What follows belongs to an exercise in optimizing a design on an open flow for small area, a short achievable clock period and few clock cycles per item; a production flow would make more cautious choices.
In this exercise RTL edits were held to simulation tests only and were not proved equivalent to the original.

[design.v]
module modular_add_sub_unit #(
    parameter integer Q  = 3329,
    parameter integer DW = 12
) (
    input  wire [DW-1:0] a,
    input  wire [DW-1:0] b,
    input  wire [1:0]    fn,
    output reg  [DW-1:0] r
);
    wire [DW:0] sum  = {1'b0, a} + {1'b0, b};
    wire [DW:0] diff = {1'b0, a} - {1'b0, b};
    wire [DW:0] hsum = {1'b0, a} + Q;
    always @(*) begin
        case (fn)
            2'd0: r = (sum >= Q) ? (sum - Q) : sum[DW-1:0];
            2'd1: r = diff[DW] ? (diff + Q) : diff[DW-1:0];
            2'd2: r = a[0] ? hsum[DW:1] : {1'b0, a[DW-1:1]};
            default: r = {DW{1'b0}};
        endcase
    end
endmodule
module modular_mult_unit #(
    parameter integer Q  = 3329,
    parameter integer DW = 12
) (
    input  wire [DW-1:0] a,
    input  wire [DW-1:0] b,
    output wire [DW-1:0] r
);
    wire [2*DW-1:0] p = a * b;
    wire [2*DW-1:0] m = p % Q;
    assign r = m[DW-1:0];
endmodule
module twiddle_rom (
    input  wire [1:0]  tbl,      
    input  wire [2:0]  idx,
    output reg  [11:0] data
);
    always @(*) begin
        case ({tbl, idx})
            5'b00_000: data = 12'd1;
            5'b00_001: data = 12'd1729;
            5'b00_010: data = 12'd749;
            5'b00_011: data = 12'd40;
            5'b00_100: data = 12'd630;
            5'b00_101: data = 12'd687;
            5'b00_110: data = 12'd2481;
            5'b00_111: data = 12'd1897;
            5'b01_000: data = 12'd1432;
            5'b01_001: data = 12'd848;
            5'b01_010: data = 12'd2642;
            5'b01_011: data = 12'd2699;
            5'b01_100: data = 12'd3289;
            5'b01_101: data = 12'd2580;
            5'b01_110: data = 12'd1600;
            5'b01_111: data = 12'd3328;
            5'b10_000: data = 12'd630;
            5'b10_001: data = 12'd2699;
            5'b10_010: data = 12'd687;
            5'b10_011: data = 12'd2642;
            5'b10_100: data = 12'd2481;
            5'b10_101: data = 12'd848;
            5'b10_110: data = 12'd1897;
            5'b10_111: data = 12'd1432;
            default:   data = 12'd0;
        endcase
    end
endmodule
module ntt_forward_butterfly #(
    parameter integer Q  = 3329,
    parameter integer DW = 12
) (
    input  wire [DW-1:0] a,
    input  wire [DW-1:0] b,
    input  wire [DW-1:0] wt,
    output wire [DW-1:0] a_out,
    output wire [DW-1:0] b_out
);
    wire [DW-1:0] t;
    modular_mult_unit    #(.Q(Q), .DW(DW)) u_mul (.a(wt), .b(b), .r(t));
    modular_add_sub_unit #(.Q(Q), .DW(DW)) u_add (.a(a), .b(t), .fn(2'd0), .r(a_out));
    modular_add_sub_unit #(.Q(Q), .DW(DW)) u_sub (.a(a), .b(t), .fn(2'd1), .r(b_out));
endmodule
module ntt_inverse_butterfly_stage #(
    parameter integer Q  = 3329,
    parameter integer DW = 12
) (
    input  wire [DW-1:0] a,
    input  wire [DW-1:0] b,
    input  wire [DW-1:0] wt,
    output wire [DW-1:0] a_out,
    output wire [DW-1:0] b_out
);
    wire [DW-1:0] e, d, o;
    modular_add_sub_unit #(.Q(Q), .DW(DW)) u_add  (.a(a), .b(b), .fn(2'd0), .r(e));
    modular_add_sub_unit #(.Q(Q), .DW(DW)) u_sub  (.a(a), .b(b), .fn(2'd1), .r(d));
    modular_mult_unit    #(.Q(Q), .DW(DW)) u_mul  (.a(d), .b(wt), .r(o));
    modular_add_sub_unit #(.Q(Q), .DW(DW)) u_hlv0 (.a(e), .b({DW{1'b0}}), .fn(2'd2), .r(a_out));
    modular_add_sub_unit #(.Q(Q), .DW(DW)) u_hlv1 (.a(o), .b({DW{1'b0}}), .fn(2'd2), .r(b_out));
endmodule
module negative_wrapped_pointwise_multiply_controller #(
    parameter integer Q  = 3329,
    parameter integer DW = 12
) (
    input  wire [DW-1:0] a0,
    input  wire [DW-1:0] a1,
    input  wire [DW-1:0] b0,
    input  wire [DW-1:0] b1,
    input  wire [DW-1:0] z,
    output wire [DW-1:0] c0,
    output wire [DW-1:0] c1
);
    wire [DW-1:0] p00, p11, p11z, p01, p10;
    modular_mult_unit #(.Q(Q), .DW(DW)) u_m00  (.a(a0),  .b(b0), .r(p00));
    modular_mult_unit #(.Q(Q), .DW(DW)) u_m11  (.a(a1),  .b(b1), .r(p11));
    modular_mult_unit #(.Q(Q), .DW(DW)) u_m11z (.a(p11), .b(z),  .r(p11z));
    modular_mult_unit #(.Q(Q), .DW(DW)) u_m01  (.a(a0),  .b(b1), .r(p01));
    modular_mult_unit #(.Q(Q), .DW(DW)) u_m10  (.a(a1),  .b(b0), .r(p10));
    modular_add_sub_unit #(.Q(Q), .DW(DW)) u_add0 (.a(p00), .b(p11z), .fn(2'd0), .r(c0));
    modular_add_sub_unit #(.Q(Q), .DW(DW)) u_add1 (.a(p01), .b(p10),  .fn(2'd0), .r(c1));
endmodule
module ntt_forward_butterfly_stage (
    input  wire        clk,
    input  wire        rst,
    input  wire        cmd_valid,
    input  wire [31:0] cmd_word,
    output wire        cmd_ready,
    output wire        busy,
    output wire        rsp_valid,
    output wire [15:0] rsp_data
);
    localparam integer Q    = 3329;
    localparam integer N    = 16;
    localparam integer LOGN = 4;
    localparam integer L    = LOGN - 1;    
    localparam integer H    = N / 2;       
    localparam integer DW   = 12;
    localparam integer NW   = 4 * N;       
    localparam integer AW   = 2 + LOGN;    
    localparam [3:0] OP_NOP  = 4'h0, OP_LDC  = 4'h1, OP_RDC  = 4'h2, OP_RDT  = 4'h3,
                     OP_RDS  = 4'h4, OP_NTT  = 4'h5, OP_INTT = 4'h6, OP_PWM  = 4'h7,
                     OP_MADD = 4'h8, OP_MSUB = 4'h9, OP_MMUL = 4'hA, OP_MHLV = 4'hB,
                     OP_FSTG = 4'hC, OP_ISTG = 4'hD;
    wire [3:0]  c_op  = cmd_word[31:28];
    wire [1:0]  c_d   = cmd_word[27:26];
    wire [1:0]  c_a   = cmd_word[25:24];
    wire [7:0]  c_idx = cmd_word[23:16];
    wire [15:0] c_imm = cmd_word[15:0];
    reg [31:0] c_mask;
    always @(*) begin
        case (c_op)
            OP_NOP, OP_RDS:                     c_mask = 32'hFFFF_FFFF;
            OP_LDC:                             c_mask = 32'hF300_0000;
            OP_RDC, OP_RDT:                     c_mask = 32'hFC00_FFFF;
            OP_NTT, OP_INTT:                    c_mask = 32'hF3FF_FFFF;
            OP_PWM, OP_MADD, OP_MSUB, OP_MMUL:  c_mask = 32'hF03F_FFFF;
            OP_MHLV:                            c_mask = 32'hF0FF_FFFF;
            OP_FSTG, OP_ISTG:                   c_mask = 32'hF300_FFFF;
            default:                            c_mask = 32'hF000_0000;
        endcase
    end
    wire c_err_op = (c_op >= 4'hE) || ((cmd_word & c_mask) != {c_op, 28'd0});
    reg c_err_idx;
    always @(*) begin
        case (c_op)
            OP_LDC, OP_RDC:   c_err_idx = (c_idx >= N);
            OP_RDT:           c_err_idx = (c_a == 2'd3) || (c_idx >= H);
            OP_FSTG, OP_ISTG: c_err_idx = (c_idx >= L);
            default:          c_err_idx = 1'b0;
        endcase
    end
    wire c_err_range = (c_op == OP_LDC) && (c_imm >= Q);
    wire accept    = cmd_valid && cmd_ready;
    wire fault_op  = c_err_op;
    wire fault_idx = !c_err_op && c_err_idx;
    wire fault_rng = !c_err_op && !c_err_idx && c_err_range;
    wire c_ok      = !c_err_op && !c_err_idx && !c_err_range;
    wire c_multi = (c_op >= OP_NTT) && (c_op <= OP_ISTG);
    reg        run_q;
    reg [3:0]  op_q;
    reg [1:0]  d_q, a_q, b_q;
    reg [1:0]  stg_q, last_q;
    reg [LOGN-1:0] step_q;
    wire is_fwd = (op_q == OP_NTT)  || (op_q == OP_FSTG);
    wire is_inv = (op_q == OP_INTT) || (op_q == OP_ISTG);
    wire is_bfly = is_fwd || is_inv;
    wire is_pwm = (op_q == OP_PWM);
    wire is_ew  = (op_q >= OP_MADD) && (op_q <= OP_MHLV);
    wire [2:0] lm = is_fwd ? (3'd3 - {1'b0, stg_q}) : (3'd1 + {1'b0, stg_q});
    wire [LOGN-1:0] bf_c  = step_q >> lm;
    wire [LOGN-1:0] bf_jj = step_q & ((4'd1 << lm) - 4'd1);
    wire [LOGN-1:0] bf_j  = (bf_c << (lm + 3'd1)) | bf_jj;
    wire [LOGN-1:0] bf_jm = bf_j + (4'd1 << lm);
    wire [LOGN-1:0] bf_k4 = is_fwd ? ((4'd1 << stg_q) + bf_c)
                                   : (4'd8 - (4'd8 >> stg_q) + bf_c);
    wire [2:0] bf_k = bf_k4[2:0];
    wire [LOGN-1:0] last_step = (is_bfly || is_pwm) ? (H - 1) : (N - 1);
    wire step_done = (step_q == last_step);
    always @(posedge clk) begin
        if (rst) begin
            run_q  <= 1'b0;
            op_q   <= OP_NOP;
            d_q    <= 2'd0;
            a_q    <= 2'd0;
            b_q    <= 2'd0;
            stg_q  <= 2'd0;
            last_q <= 2'd0;
            step_q <= {LOGN{1'b0}};
        end else if (!run_q) begin
            if (accept && c_ok && c_multi) begin
                run_q  <= 1'b1;
                op_q   <= c_op;
                d_q    <= c_d;
                a_q    <= c_a;
                b_q    <= cmd_word[23:22];
                step_q <= {LOGN{1'b0}};
                if (c_op == OP_FSTG || c_op == OP_ISTG) begin
                    stg_q  <= c_idx[1:0];
                    last_q <= c_idx[1:0];
                end else begin
                    stg_q  <= 2'd0;
                    last_q <= L - 1;
                end
            end
        end else begin
            if (step_done) begin
                step_q <= {LOGN{1'b0}};
                if (is_bfly && stg_q != last_q)
                    stg_q <= stg_q + 2'd1;
                else
                    run_q <= 1'b0;
            end else begin
                step_q <= step_q + 1'b1;
            end
        end
    end
    reg [NW*DW-1:0] mem_q;
    reg  [AW-1:0] ra0, ra1, ra2, ra3;
    wire [DW-1:0] rd0 = mem_q[ra0*DW +: DW];
    wire [DW-1:0] rd1 = mem_q[ra1*DW +: DW];
    wire [DW-1:0] rd2 = mem_q[ra2*DW +: DW];
    wire [DW-1:0] rd3 = mem_q[ra3*DW +: DW];
    wire [LOGN-1:0] pw_lo = {step_q[LOGN-2:0], 1'b0};
    wire [LOGN-1:0] pw_hi = {step_q[LOGN-2:0], 1'b1};
    always @(*) begin
        ra0 = {c_a, c_idx[LOGN-1:0]};
        ra1 = {a_q, pw_hi};
        ra2 = {b_q, pw_lo};
        ra3 = {b_q, pw_hi};
        if (is_bfly) begin
            ra0 = {d_q, bf_j};
            ra1 = {d_q, bf_jm};
        end else if (is_pwm) begin
            ra0 = {a_q, pw_lo};
            ra1 = {a_q, pw_hi};
        end else if (is_ew) begin
            ra0 = {a_q, step_q};
            ra1 = {b_q, step_q};
        end
        if (!run_q)
            ra0 = {c_a, c_idx[LOGN-1:0]};
    end
    wire [DW-1:0] wt_fwd, wt_inv, wt_wq;
    twiddle_rom u_rom_fwd (.tbl(2'd0), .idx(bf_k),                .data(wt_fwd));
    twiddle_rom u_rom_inv (.tbl(2'd1), .idx(bf_k),                .data(wt_inv));
    twiddle_rom u_rom_wq  (.tbl(2'd2), .idx(step_q[2:0]),         .data(wt_wq));
    wire [DW-1:0] rdt_data;
    twiddle_rom u_rom_host (.tbl(c_a), .idx(c_idx[2:0]), .data(rdt_data));
    wire [DW-1:0] fwd_a, fwd_b, inv_a, inv_b, pwm_c0, pwm_c1, ew_as, ew_mul;
    ntt_forward_butterfly #(.Q(Q), .DW(DW)) u_fwd (
        .a(rd0), .b(rd1), .wt(wt_fwd), .a_out(fwd_a), .b_out(fwd_b));
    ntt_inverse_butterfly_stage #(.Q(Q), .DW(DW)) u_inv (
        .a(rd0), .b(rd1), .wt(wt_inv), .a_out(inv_a), .b_out(inv_b));
    negative_wrapped_pointwise_multiply_controller #(.Q(Q), .DW(DW)) u_pwm (
        .a0(rd0), .a1(rd1), .b0(rd2), .b1(rd3), .z(wt_wq), .c0(pwm_c0), .c1(pwm_c1));
    wire [1:0] ew_fn = (op_q == OP_MADD) ? 2'd0 : (op_q == OP_MSUB) ? 2'd1 : 2'd2;
    modular_add_sub_unit #(.Q(Q), .DW(DW)) u_ew_as  (.a(rd0), .b(rd1), .fn(ew_fn), .r(ew_as));
    modular_mult_unit    #(.Q(Q), .DW(DW)) u_ew_mul (.a(rd0), .b(rd1), .r(ew_mul));
    reg          we0, we1;
    reg [AW-1:0] wa0, wa1;
    reg [DW-1:0] wd0, wd1;
    always @(*) begin
        we0 = 1'b0;
        we1 = 1'b0;
        wa0 = {c_d, c_idx[LOGN-1:0]};
        wa1 = {d_q, bf_jm};
        wd0 = c_imm[DW-1:0];
        wd1 = fwd_b;
        if (run_q) begin
            if (is_fwd) begin
                we0 = 1'b1; wa0 = {d_q, bf_j};  wd0 = fwd_a;
                we1 = 1'b1; wa1 = {d_q, bf_jm}; wd1 = fwd_b;
            end else if (is_inv) begin
                we0 = 1'b1; wa0 = {d_q, bf_j};  wd0 = inv_a;
                we1 = 1'b1; wa1 = {d_q, bf_jm}; wd1 = inv_b;
            end else if (is_pwm) begin
                we0 = 1'b1; wa0 = {d_q, pw_lo}; wd0 = pwm_c0;
                we1 = 1'b1; wa1 = {d_q, pw_hi}; wd1 = pwm_c1;
            end else if (is_ew) begin
                we0 = 1'b1; wa0 = {d_q, step_q};
                wd0 = (op_q == OP_MMUL) ? ew_mul : ew_as;
            end
        end else if (accept && c_ok && c_op == OP_LDC) begin
            we0 = 1'b1;
        end
    end
    genvar gw;
    generate
        for (gw = 0; gw < NW; gw = gw + 1) begin : g_word
            always @(posedge clk) begin
                if (we0 && wa0 == gw)
                    mem_q[gw*DW +: DW] <= wd0;
                else if (we1 && wa1 == gw)
                    mem_q[gw*DW +: DW] <= wd1;
            end
        end
    endgenerate
    reg [2:0]  status_q;
    reg        rsp_v_q;
    reg [15:0] rsp_d_q;
    always @(posedge clk) begin
        if (rst) begin
            status_q <= 3'd0;
            rsp_v_q  <= 1'b0;
            rsp_d_q  <= 16'd0;
        end else begin
            rsp_v_q <= 1'b0;
            if (accept) begin
                if (fault_op)  status_q[0] <= 1'b1;
                if (fault_idx) status_q[1] <= 1'b1;
                if (fault_rng) status_q[2] <= 1'b1;
                if (!c_err_op) begin
                    case (c_op)
                        OP_RDC: begin
                            rsp_v_q <= 1'b1;
                            rsp_d_q <= c_err_idx ? 16'hFFFF : {{(16-DW){1'b0}}, rd0};
                        end
                        OP_RDT: begin
                            rsp_v_q <= 1'b1;
                            rsp_d_q <= c_err_idx ? 16'hFFFF : {{(16-DW){1'b0}}, rdt_data};
                        end
                        OP_RDS: begin
                            rsp_v_q <= 1'b1;
                            rsp_d_q <= {13'd0, status_q};
                        end
                        default: ;
                    endcase
                end
            end
        end
    end
    assign cmd_ready = !run_q && !rst;
    assign busy      = run_q;
    assign rsp_valid = rsp_v_q && !rst;
    assign rsp_data  = rsp_d_q;
endmodule
[run.sh]
#!/bin/bash
# synth_recipe.tcl (not shown) runs the flow's synth.tcl, then flattens the netlist and writes it again
# the make line also repeats each setting of config.mk as NAME=value (left out here)
make -C /OpenROAD-flow-scripts/flow DESIGN_CONFIG=/design/flow/config.mk WORK_HOME=/design/flow/orfs CLKGATE_MAP_FILE= SYNTH_SCRIPT=/design/flow/synth_recipe.tcl finish
[config.mk]
export PLATFORM = sky130hd
export DESIGN_NAME = ntt_forward_butterfly_stage
export DESIGN_NICKNAME = ntt_forward_butterfly_stage
export VERILOG_FILES = /design/flow/design.v
export SDC_FILE = /design/flow/constraint.sdc
export NUM_CORES = 4
export LEC_CHECK = 0
export CAP_MARGIN = 20
export CORE_MARGIN = 2
export CORE_UTILIZATION = 40
export SLEW_MARGIN = 20
[constraint.sdc]
create_clock -name core_clock -period 60.0 [get_ports {clk}]
set_input_delay 12.0000 -clock core_clock [delete_from_list [all_inputs] [get_ports {clk}]]
set_output_delay 12.0000 -clock core_clock [all_outputs]
set_load 0.01 [all_outputs]
==> results.txt <==
==> how the worst max path moves through the flow <==
stage | start | endpoint | depth (start not counted)
after CTS | stg_q[0]$_SDFFE_PP0P_ | mem_q[732]$_DFFE_PP_ | 172
after global placement | stg_q[0]$_SDFFE_PP0P_ | mem_q[420]$_DFFE_PP_ | 175
after global routing | stg_q[0]$_SDFFE_PP0P_ | mem_q[737]$_DFFE_PP_ | 174
after floorplan | stg_q[0]$_SDFFE_PP0P_ | mem_q[102]$_DFFE_PP_ | 186
final | stg_q[0]$_SDFFE_PP0P_ | mem_q[737]$_DFFE_PP_ | 174
after detailed placement | stg_q[0]$_SDFFE_PP0P_ | mem_q[600]$_DFFE_PP_ | 172
==> what timing repair did <==
action,in CTS,in global routing
endpoints found under the setup margin,0,768
resized for setup,0,5
buffers inserted,0,3
==> cell usage in the layout (no fill, tap or decap), drive strengths merged, types with 433 or more instances in the layout <==
cell type / count
mux2i: 578
nor3: 451
ha: 648
a21oi: 871
mux4: 433
and2: 605
inv: 1192
edfxtp: 768
nand2: 2381
xnor2: 648
o21ai: 913
nand3: 449
nor2: 1236
a211oi: 487
fa: 797
==> cell families (layout without fill, tap and decap cells) <==
group | after synthesis | after routing
AND/OR/NAND/NOR | 6363 | 6363
AO/OA/AOI/OAI | 4872 | 4872
buffers and inverters | 2272 | 1734
adder cells (fa/ha/maj) | 1462 | 1462
multiplexers | 1105 | 1105
XOR/XNOR | 923 | 923
flip-flops | 816 | 816
other | 0 | 11
==> state kept, by name, summed over array words and instances (netlist names), 3 cells and up <==
signal,count
mem_q,768
rsp_d_q,13
u_pwm.u_m11z.b,12
op_q,4
step_q,4
status_q,3
==> layer usage <==
layer / up-vias / GRT usage
met1: 70340 / 0.3975
met3: 1323 / 0.06620
met5: - / 0
li1: 64400 / -
met4: 10 / 0.1316
met2: 7853 / 0.4436
==> worst max-delay path, delay by kind of cell (launching register included) <==
kind,cells,cell delay [ns]
AOI/OAI and AO/OA,81,25.99
xor gates and xnor gates,13,4.22
adders and majority gates,21,7.77
buffers and inverters,17,3.85
DFF,1,0.62
muxes,3,0.99
and+or+nand+nor,39,11.82
==> final cells by class <==
cell class              count  area, µm²  area share
well taps                4950       6193     0.03962
repair buffers            356       2942     0.01882
inverters                1195       4486     0.02869
multi-input cells       14730     115400      0.7380
diodes                     11      27.53   0.0001761
flip-flops and latches    816      24040      0.1538
clock buffers             114       2532     0.01620
clock inverters            69      735.7    0.004706
==> impl_metrics.ini <==
[outcome]
status = timing/DRC/antenna clean

[global_route]
grt_max_degree = 181
grt_first_pass_wirelength_mm = 853.9
antenna_found_initial = 22
grt_use_total = 0.2931
globalRouteOverflowTotal = 0
grt_pass1_vias = 134300

[synthesis]
yosys.area_share.simple = 0.2072
synth_enable_flop_cells = 768
synth-compound-area-share = 0.2340
synth_top_cells_by_area = sky130_fd_sc_hd__edfxtp_1 (16%), sky130_fd_sc_hd__fa_1 (11%), sky130_fd_sc_hd__mux4_2 (6.6%), sky130_fd_sc_hd__nand2_1 (6.0%), sky130_fd_sc_hd__ha_1 (5.5%)
synthMuxAreaShare = 0.1123
avg_synthesized_cell_area_um2 = 8.313
post_synth_inst_count = 17810
asyncSetResetFlopFracSynth = 0
synth_commonest_cells = sky130_fd_sc_hd__nand2_1 (2376), sky130_fd_sc_hd__nor2_1 (1228), sky130_fd_sc_hd__inv_1 (1186)
ys_warns = 3
synth_fp_nets = 19290
post_synthesis_cell_type_count = 190
synth-main-ff-cell = sky130_fd_sc_hd__edfxtp_1
synth-seq-cells = 816
most_repeated_cell_in_the_gate_level_netlist_after_synthesis = sky130_fd_sc_hd__nand2_1
netlist.top_cell.by_area = sky130_fd_sc_hd__edfxtp_1
syn_area_um2 = 148100
synth_fa_ha_area_frac = 0.1637
portion_of_the_post_synthesis_area_used_by_sequential_elements = 0.1622
yosys.area_share.xor_xnor = 0.05524
share_of_the_synthesized_area_in_the_top_cell_type = 0.1557
synth_top_family_by_area = compound AO/OA/AOI/OAI gates

[route]
drc = 0
drt-met1-wl_mm = 233.2
topRoutingLayerUsed = met5
dr_pass1_iterations = 6
vias = 143900
wl_mm = 569.3
via_per_inst = 6.472
wl_met3_mm = 62.99
wl_met2_mm = 242.6
post_route_ant_nets = 0
dr.first_iter.drc_count = 17530
routedWlPerCell_um = 25.60

[die]
floorplan.io_pins = 54
core.rowCount = 223
die_h_um = 612.4
die_x_um = 612.4
die_area_um2 = 375100
floorplan.initialDensity = 0.4014
core_region_um2 = 368900

[worst_setup_path]
worstPathArrival_ns = 56.35
timing.reg2reg.setup_slack_ns = 4.15
critPathKind = reg -> reg
critical_path.slowest_cell = sky130_fd_sc_hd__or4b_2
setup.worst_path.start_class = flip-flop
slowest_delay_ns = 0.78
timing.critical_path.required_ns = 60.50
timing.critical_path.fanout_max = 64
rr_startpoint = stg_q[0]$_SDFFE_PP0P_
reg2reg_to = mem_q[737]$_DFFE_PP_
worst_setup_path_end_kind = flip-flop
rr_worst_depth = 174
crit_path_frequent_cell = sky130_fd_sc_hd__inv_1

[sta]
finalHoldWorstSlack_ns = 0.4564
finalHoldViolCount = 0
upper_clock_frequency_limit_mhz = 17.91
unrepaired_setup_endpoints_after_global_routing = no
timing.final.setup_violations = 0
relSlewSlack = 0.1572
worst-slew-pin-transition_ns = 1.262
totalNegativeSetupSlack_ns = 0
layout_worst_path_cycle_share = 0.9308
worst_clock_skew_ns = 0.1202
final-max-slew-violation-count = 0
setup_ws_ns = 4.151
period_needed_ns = 55.85

[final_layout]
post_route_cells_drive_above_1_share = 0.09609
final_core_util = 0.4238
stdcell_area_um2 = 156300
final_cells = 22240
areaGrowthSynthToFinish_pct = 5.582
number_of_nets_in_the_layout = 18670
fillerInstances = 37060

[place]
placedInstanceArea_um2 = 152900
half_perimeter_wire_length_after_detailed_placement_mm = 422.1
finalWeightedCongestion = 0.9924
portBuffers = 53
placed_cells_incl_taps = 22040
placement.setup.worst_slack_ns = 3.870

[clocking]
cts.hold.buffers_added = 0
cts_inserted_buffers = 98
cts_max_path_bufs = 3
clockRootBuffer = sky130_fd_sc_hd__clkbuf_16
cts_htree_levels = 3
clock_latency_ns = 0.83
clock_sinks = 816
cts_tree = yes
path_clk_slew_ns = 0.06

[worst_hold_path]
min_path_type = reg -> reg
min_to = status_q[1]$_SDFFE_PP0P_
worstHoldPathCells = 2
hold_start = status_q[1]$_SDFFE_PP0P_

[flow_run]
drv_cap = 0
Testbench counts, summed over its fixed seeds: cycles 25,352, items 192.

==> separate check: timing with driven ports <==
No port has a modelled driver above. Below, the same layout with a new extraction and two added sets of constraints.
Step 1, drivers: a clkbuf_16 drives clk and a buf_2 each remaining input, both assumed.
Step 2 moves the port delays by t, midway between the first and last clock arrival at a register: inputs arrive t later, outputs are due t later. That takes back most of the time a late clock gives input paths.
Three values: no drivers, after step 1, after step 2; two values: the first two.
t, ns: 0.862
slack for setup (ns): 4.151 / 4.151 / 4.151
worst hold slack (ns): 0.456 / 0.456 / 0.456
worst slew at a driven data input, ns: 0.05
pins driven straight from the clock port: 1
After both steps setup and hold are still met in this run. The setup slack of this run moves by 0.000 ns with the drivers and by 0.000 ns with both steps.
